This is an optimization exercise on Yosys and OpenROAD, whose aim is small area, a short achievable clock period and few clock cycles per item, not a production implementation. At most, simulation tests tie the RTL to the original design; equivalence was not proved. Power is estimated from default activity; no workload was simulated.

## sge_fec_esc
module sge_fec_esc (
    input  wire       clk,
    input  wire       rst,
    input  wire       in_valid,
    output wire       in_ready,
    input  wire [7:0] in_data,
    input  wire       in_last,
    output wire       out_valid,
    input  wire       out_ready,
    output wire [7:0] out_data,
    output wire       out_last
);
    reg       mv;              
    reg [7:0] md;
    reg       ml;
    reg       sf;              
    reg       in_rdy;          
    wire      se = !sf;
    reg [7:0] sd;
    reg       sl;
    reg [7:0] pos;
    reg       par_ph;          
    reg       pad;             
    reg       fin;             
    reg       flush;           
    reg [7:0] symz;            
    reg       cv;              
    reg [7:0] cd;
    reg       cl;
    assign in_ready = in_rdy;
    wire in_fire = in_valid && se;
    wire esc_ready;
    wire c_free   = !cv || esc_ready;
    wire src_ok   = par_ph || pad || mv;
    wire step     = flush || (c_free && src_ok);
    wire take     = step && !par_ph && !pad;
    wire [7:0] par31;
    wire [7:0] cod_data = par_ph ? par31 : symz;
    wire       cod_last = par_ph && fin && (pos == 8'd254);
    wire       wrap     = (pos == 8'd254);
    wire       to_par   = (pos == 8'd222);
    wire [7:0] pos_n    = !step ? pos    : wrap ? 8'd0 : pos + 8'd1;
    wire       par_ph_n = !step ? par_ph : wrap ? 1'b0 : (par_ph || to_par);
    wire       pad_n    = !step ? pad    : wrap ? 1'b0 : (pad || (take && ml && !to_par));
    wire       m_free = !mv || take;
    wire       mv_n   = m_free ? (!se || in_fire) : 1'b1;
    wire [7:0] md_n   = !m_free ? md : !se ? sd : in_data;
    wire       ml_n   = !m_free ? ml : !se ? sl : in_last;
    wire       se_n   = m_free || (se && !in_fire);
    always @(posedge clk) begin
  ...
Size: about 24 I/O pins, roughly 15000 um2 of cells after synthesis.
make LEC_CHECK=0 CAP_MARGIN=20 CORE_MARGIN=2 CORE_UTILIZATION=70 SETUP_SLACK_MARGIN=2.0 SLEW_MARGIN=20 finish   # period 4.0 ns
run.sh (not shown) runs the stock make flow with config.mk's settings and CLKGATE_MAP_FILE= SYNTH_SCRIPT=/design/flow/synth_recipe.tcl, a recipe that flattens the netlist after the stock synthesis.
The first run completed without violations.
Edit:
Settings changed: CTS_BUF_LIST set to sky130_fd_sc_hd__clkbuf_8, CTS_CLUSTER_DIAMETER set to 50, CTS_CLUSTER_SIZE set to 20, SETUP_SLACK_MARGIN 2.0 to 1.8.
The changed run finished with timing, DRC and antenna clean.
Combinational power went down by 22%.
Sequential power went down by 3.7%.
Synthesized area does not change.
Synthesized cell count does not change.
Hold slack gets better by 0.0046 ns.
Design area went down by 12%.
Power went down by about 14%.
Setup slack gets better by 0.0080 ns.
Wire length went down by 30%.
Die area stays the same.
Global-route usage went down by 4.4 points.
Edit:
Settings changed: CTS_BUF_LIST sky130_fd_sc_hd__clkbuf_8 to not set, CTS_CLUSTER_DIAMETER 50 to not set, CTS_CLUSTER_SIZE 20 to not set, SETUP_SLACK_MARGIN 1.8 to 2.2.
The changed run never finished: it broke off in clock tree synthesis, error DPL-0033.
Synthesized cell count does not change.
Synthesized area is unchanged.
Function was not checked in any run of this note: the RTL went through the layout flow alone.


the previous run:
sge_fec_esc, a different RTL version from the one above (not shown whole).
For scale: roughly 990 cells after synthesis, about 330 flip-flops, roughly 24 I/O pins, about 15000 um^2 of cells after synthesis.
Settings: LEC_CHECK=0, CAP_MARGIN=20, CORE_MARGIN=2, CORE_UTILIZATION=70, CTS_BUF_LIST=sky130_fd_sc_hd__clkbuf_8, CTS_CLUSTER_DIAMETER=40, CTS_CLUSTER_SIZE=16, PLACE_DENSITY=0.75, SETUP_SLACK_MARGIN=2.0, SLEW_MARGIN=20; clock period 4.0 ns.
The previous run reached the end of the flow, and the finished layout is clean on the timing, design-rule and antenna checks.
Testbench counts of the previous run, summed over its fixed seeds: cycles 31,336, out bytes 31,088.
## Diff of input files: the current run against the previous run
diff --git a/flow/config.mk b/flow/config.mk
--- a/flow/config.mk
+++ b/flow/config.mk
@@ -13,4 +13,3 @@
 export CTS_CLUSTER_SIZE = 16
-export PLACE_DENSITY = 0.75
-export SETUP_SLACK_MARGIN = 2.0
+export SETUP_SLACK_MARGIN = 2.2
 export SLEW_MARGIN = 20
Final worst-path cycle share was higher in the current run than in the previous run. Run comparison: the current run end point of the critical path u_rs.e88; the previous run end point of the critical path u_rs.q[145]. Compared with the previous run, in the current run total power has increased, number of cells on the worst hold path has remained practically unchanged, die outline width has remained practically unchanged. Run comparison: the current run leading cell type in the layout, fill and taps excluded sky130_fd_sc_hd__edfxtp_1; the previous run leading cell type in the layout, fill and taps excluded sky130_fd_sc_hd__xnor2_1.


willow:
RTL: one of the versions met above, not the one the previous note started from.
Size in the first run: roughly 970 cells after synthesis, about 24 I/O pins, roughly 15,000 um2 of cells after synthesis.
export LEC_CHECK = 0
export CAP_MARGIN = 20
export CORE_MARGIN = 2
export CORE_UTILIZATION = 60
export PLACE_DENSITY = 0.9
export SETUP_SLACK_MARGIN = 1.8
export SLEW_MARGIN = 20
create_clock -name core_clock -period 4.0 [get_ports {clk}]
Here is what was changed in the inputs of delta compared with willow.
--- a/flow/config.mk
+++ b/flow/config.mk
@@ -8,6 +8,6 @@
 export CAP_MARGIN = 20
 export CORE_MARGIN = 2
-export CORE_UTILIZATION = 60
-export PLACE_DENSITY = 0.9
+export CORE_UTILIZATION = 70
+export PLACE_DENSITY = 0.85
 export SETUP_SLACK_MARGIN = 1.8
 export SLEW_MARGIN = 20
==> summary.txt <==
- Of the two candidates, willow has the better via count and delta the worse one.
- Compare delta and willow | non-clock buffer count higher: delta
- As far as final setup TNS is concerned, willow and delta perform about the same.
- Looking at flip-flop and latch share of the layout cell area, delta sits 0.40 points below willow.
- delta ends up with lower number of non-filler instances in the completed layout than willow does.
- On share of the final layout cell area in multi-input gates, delta and willow are basically level.
- Looking at number of buffer and inverter instances along the worst setup path across delta and willow, the one that comes out higher is delta.
- Between delta and willow, it is delta whose count of clock-buffer cells in the layout is higher, by about 20%.
- The faster design of the two is willow; delta tops out lower.
## Diff of input files: cedar against delta
--- a/flow/config.mk
+++ b/flow/config.mk
@@ -9,5 +9,4 @@
 export CORE_MARGIN = 2
 export CORE_UTILIZATION = 70
-export PLACE_DENSITY = 0.85
 export SETUP_SLACK_MARGIN = 1.8
 export SLEW_MARGIN = 20
- On cell count: between delta and cedar, it ends up higher for delta.
- Looking at worst setup path endpoint, the u_rs.q[206] result is from cedar; the u_rs.q[119] one comes from delta.
- The highest attainable clock frequency of cedar was superior to that of delta.
- On cedar: areal power density over the cells is 12 nW/um2 lower than what delta gave.
No functional check of the RTL was part of any run of this note.


Setup of job 7831:
sge_fec_esc with an RTL version that a note above also has.
For scale: roughly 990 cells after synthesis.
export LEC_CHECK = 0
export CAP_MARGIN = 20
export CORE_MARGIN = 2
export CORE_UTILIZATION = 70
export CTS_BUF_LIST = sky130_fd_sc_hd__clkbuf_8
export CTS_CLUSTER_DIAMETER = 50
export CTS_CLUSTER_SIZE = 20
export SETUP_SLACK_MARGIN = 2.2
export SLEW_MARGIN = 20
create_clock -name core_clock -period 4.0 [get_ports {clk}]
Every stage of the flow completed for job 7831, and the final layout passed the timing, design-rule and antenna checks.
Testbench counts of job 7831, summed over its fixed seeds: cycles 31,336, out bytes 31,088.
Input-level comparison between job 7306 and job 7831:
Settings: a change of CTS_CLUSTER_SIZE from 20 to 12; a change of SETUP_SLACK_MARGIN from 2.2 to 2.0; a change of CTS_CLUSTER_DIAMETER from 50 to 35.
## What came out
The lower clock transition at the registers of the reported paths of job 7831 and job 7306 is in job 7306. Job 7306 vs. job 7831: relative area change from synthesis to final layout decreased 1.9 points; via count fell 3.5%; count of cells resized by post-cts repair has decreased; leakage power now smaller. In job 7306, fraction of final layout cells sized beyond drive strength 1 is lower than in job 7831.
## Diff of input files: job 3140 against job 7306
Settings: changing CTS_CLUSTER_DIAMETER from 35 to 40; changing CTS_CLUSTER_SIZE from 12 to 16; changing CORE_UTILIZATION from 70 to 65.
Results
- As of job 3140, number of fill cells in the layout had risen by more than a quarter compared to job 7306.
- Job 3140 vs job 7306: register-to-register slack up in job 3140
- Relative to job 7306, the post-layout worst setup margin of job 3140 is higher by 0.049 ns.
- Cell depth of the worst flop-to-flop path: job 3140 vs job 7306 — no meaningful difference
- Cell area power density ended up 0.85% lower on job 3140 than on job 7306.
- Of job 3140 and job 7306, the lower non-filler instance count after layout belongs to job 7306.
- Cmp job 3140 vs job 7306: post-CTS setup buffer count higher in job 3140
For job 4768, these inputs were changed with respect to job 3140:
Settings: CTS_BUF_LIST: sky130_fd_sc_hd__clkbuf_8 -> sky130_fd_sc_hd__clkbuf_16; CORE_UTILIZATION: 65 -> 70.
Findings:
Across job 3140 and job 4768, the outcome is the same: a clean finish for every run.
Job 3140 → job 4768: cell count lower, fraction of met1 tracks used by global routing now larger.
Looking at total via count in the routed design, job 4768 sits 6.2% above job 3140.
Diff job 3140 and job 4768: met2 routing resource usage after global routing higher in job 4768
Compared with job 3140, in job 4768 clock power share higher, wire length higher, first-pass GRT wire length higher.
From job 3140 to job 4768 the numbers moved as follows: setup slack decreased by 0.066 ns relative to the old numbers, maximum number of pins on one net before global-route repair increased by 23% relative to the old numbers.
Job 4768 ended up with u_rs.fbdl[6] as its startpoint of the most critical setup path; job 3140 ended up with u_rs.fbdl[1].

[static timing again, ports no longer ideal]
No port has a modelled driver above. Below, the same layouts with a new extraction and two added sets of constraints. Step 1, drivers: a clkbuf_16 drives clk and a buf_2 each remaining input, both assumed. Step 2 times the ports against the registers' clock, not the clock port: input delays grow and output delays shrink by t, the midpoint of the rising clock arrivals with the driver on. Three values: no drivers, after step 1, after step 2; two values: the first two.
run	shift t [ns]	setup slack, ns	worst hold slack (ns)	slew at the worst register clock pin (ns)	worst slew at a driven data input, ns
the first run of note 1	0.583	1.722 / 1.722 / 1.326	0.489 / 0.489 / 0.489	0.07 / 0.07	0.06
the second run of note 1	0.587	1.730 / 1.730 / 1.220	0.494 / 0.494 / 0.494	0.11 / 0.11	0.04
the previous run	0.607	2.013 / 2.008 / 1.459	0.483 / 0.483 / 0.483	0.09 / 0.09	0.04
the current run	0.625	1.897 / 1.897 / 1.611	0.472 / 0.472 / 0.472	0.10 / 0.10	0.05
willow	0.556	1.694 / 1.694 / 1.456	0.458 / 0.458 / 0.458	0.07 / 0.07	0.04
delta	0.566	1.663 / 1.663 / 1.261	0.491 / 0.491 / 0.491	0.07 / 0.07	0.04
cedar	0.554	1.701 / 1.701 / 1.498	0.475 / 0.475 / 0.475	0.07 / 0.07	0.04
job 7831	0.658	1.872 / 1.872 / 1.585	0.484 / 0.484 / 0.484	0.12 / 0.12	0.04
job 7306	0.619	1.922 / 1.922 / 1.355	0.480 / 0.480 / 0.480	0.08 / 0.08	0.04
job 3140	0.621	1.970 / 1.970 / 1.528	0.479 / 0.479 / 0.479	0.09 / 0.09	0.03
job 4768	0.592	1.904 / 1.904 / 1.505	0.470 / 0.470 / 0.470	0.07 / 0.07	0.04
After both steps setup and hold are still met in every run listed. For job 7306, which loses most, drivers alone change the setup slack by 0.000 ns; drivers and shift together by -0.567 ns.
